Source: an optimization exercise on an open RTL-to-GDS flow (aim: small area). Production flows keep margins and buffers that such runs may drop. Function was checked by simulation only, so behaviour that the tests miss may differ from the original. Power and IR drop assume default switching activity.

Design zz_extract, start of the top module:
module zz_extract (
    input  wire        clk,
    input  wire        rst,
    input  wire        reg_valid,
    input  wire        reg_we,
    input  wire [7:0]  reg_addr,
    input  wire [31:0] reg_wdata,
    output wire [31:0] reg_rdata,
    output wire        coef_req,
    output wire [15:0] coef_row,
    output wire [15:0] coef_col,
    input  wire [15:0] coef_rdata,
    output wire        pay_we,
    output wire [31:0] pay_addr,
    output reg  [7:0]  pay_wdata
);
    reg [1:0]  ph;
    wire busy = ph[0];
    wire scan = ph == 2'b01;
    wire done = ph == 2'b10;
    reg [15:0] grid_h, grid_w;
    reg [12:0] by, bx;           
    reg [2:0]  r, c;             
    reg        vq;               
    reg        hok;              
    reg        drain;            
    reg [28:0] cb;
    reg [2:0]  j;
    reg [31:0] len;
    reg [7:1]  acc;              
    reg [5:0]  sel;              
    wire eqy      = (by == grid_h[15:3]);
    wire eqx      = (bx == grid_w[15:3]);
    wire rowok    = !eqy || (r < grid_h[2:0]);
    wire colok    = !eqx || (c < grid_w[2:0]);
    wire rowempty = eqy && (grid_h[2:0] == 3'd0);
  ...
clock: 8.5 ns
lec_check: 0
cap_margin: 20
core_margin: 2
core_utilization: 40
cts_buf_list: sky130_fd_sc_hd__clkbuf_4
slew_margin: 20
standard.sh (not shown) runs the stock make flow with config.mk's settings and CLKGATE_MAP_FILE= SYNTH_SCRIPT=/design/flow/synth_recipe.tcl, a recipe that flattens the netlist after the stock synthesis.
==> flow/flow/run.sh <==
#!/bin/bash
# Layout flow: the standard ORFS flow (standard synthesis unchanged),
# with two placement/CTS choices made through ORFS's own variables:
#  - port buffers use the smallest buffer cell (buf_1) instead of the
#    default clkdlybuf4s50_1; every input and output port is still buffered;
#  - clock tree built from clkbuf_4 cells, without dummy load cells.
# The full output of the flow goes to flow_standard.log in the work folder;
# ORFS keeps per-step logs under orfs/logs.
set -euo pipefail
export BUFFER_PORTS_ARGS="-buffer_cell sky130_fd_sc_hd__buf_1"
export CTS_ARGS="-sink_clustering_enable -repair_clock_nets -buf_list {sky130_fd_sc_hd__clkbuf_4 sky130_fd_sc_hd__clkbuf_8} -sink_buffer_max_cap_derate 0.6 -dont_use_dummy_load"
bash standard.sh > flow_standard.log 2>&1
Rerun with:
--- a/flow/flow/run.sh
+++ b/flow/flow/run.sh
@@ -10,3 +10,3 @@
 export BUFFER_PORTS_ARGS="-buffer_cell sky130_fd_sc_hd__buf_1"
-export CTS_ARGS="-sink_clustering_enable -repair_clock_nets -buf_list {sky130_fd_sc_hd__clkbuf_4 sky130_fd_sc_hd__clkbuf_8} -sink_buffer_max_cap_derate 0.6 -dont_use_dummy_load"
+export CTS_ARGS="-sink_clustering_enable -repair_clock_nets -buf_list sky130_fd_sc_hd__clkbuf_4 -sink_buffer_max_cap_derate 0.6 -sink_clustering_max_diameter 40 -dont_use_dummy_load"
 bash standard.sh > flow_standard.log 2>&1
After rerunning:
- clock skew grows by 0.015 ns
- cell area shrinks by about 1.1%
- first-iteration DRC count grows by 6.9%
- worst setup slack gains 0.039 ns
- global-route usage hardly moves
- area after synthesis stays the same
Rerun with:
--- a/flow/flow/run.sh
+++ b/flow/flow/run.sh
@@ -10,3 +10,3 @@
 export BUFFER_PORTS_ARGS="-buffer_cell sky130_fd_sc_hd__buf_1"
-export CTS_ARGS="-sink_clustering_enable -repair_clock_nets -buf_list sky130_fd_sc_hd__clkbuf_4 -sink_buffer_max_cap_derate 0.6 -sink_clustering_max_diameter 40 -dont_use_dummy_load"
+export CTS_ARGS="-sink_clustering_enable -repair_clock_nets -buf_list sky130_fd_sc_hd__clkbuf_4 -sink_buffer_max_cap_derate 0.6 -dont_use_dummy_load"
 bash standard.sh > flow_standard.log 2>&1
Settings changed: PLACE_DENSITY set to 0.85.
The new run finished clean.
Clock power hardly moves.
Cell count came out lower by 0.31%.
Via count rises by 6.0%.
Rerun with:
Settings changed: PLACE_DENSITY 0.85 to not set.
Effect:
- synthesized area stays the same
- global-route usage rose by 0.34 points
- register-to-register slack is worse by 0.09 ns
- power hardly moves
- setup slack is worse by 0.11 ns
- non-clock buffer count rose by 2
- clock power stays flat
- clock skew rose by 0.0072 ns
- utilization hardly moves
- fmax fell by 1.5%
Rerun with:
--- a/flow/flow/run.sh
+++ b/flow/flow/run.sh
@@ -10,3 +10,3 @@
 export BUFFER_PORTS_ARGS="-buffer_cell sky130_fd_sc_hd__buf_1"
-export CTS_ARGS="-sink_clustering_enable -repair_clock_nets -buf_list sky130_fd_sc_hd__clkbuf_4 -sink_buffer_max_cap_derate 0.6 -dont_use_dummy_load"
+export CTS_ARGS="-sink_clustering_enable -repair_clock_nets -buf_list sky130_fd_sc_hd__clkbuf_4 -sink_buffer_max_cap_derate 0.3 -dont_use_dummy_load"
 bash standard.sh > flow_standard.log 2>&1
Effect: Global-route usage stays the same; utilization does not change; worst setup slack does not change; hold slack stays the same; die area stays the same; cell count does not change; power does not change.

-- static timing again, ports no longer ideal --
Ports are ideal in the flow. The routed layouts listed here were re-timed in OpenROAD.
Step 1 sets driving cells, clkbuf_16 on the clock port and buf_2 on the other inputs (assumed; they add their load-dependent delay and slew).
Step 2, shift: input delay + t, output delay - t, t = (earliest + latest rising clock arrival at the registers) / 2. This alone moves slack from input paths to output paths.
Slacks: ideal ports / drivers / drivers and shift; pairs: ideal ports / drivers.
run	t (ns)	setup slack, ns	worst setup path at the end	latest minus earliest clock arrival (ns)	pins driven straight from the clock port
the first run	0.613	1.188 / 1.150 / 1.763	register to output	0.020 / 0.020	1
the second run	0.577	1.227 / 1.190 / 1.766	register to output	0.033 / 0.033	1
the third run	0.573	1.339 / 1.304 / 1.877	register to output	0.034 / 0.034	1
the fourth run	0.577	1.227 / 1.190 / 1.766	register to output	0.033 / 0.033	1
the fifth run	0.577	1.227 / 1.190 / 1.766	register to output	0.033 / 0.033	1
After both steps every run listed still meets setup and hold.
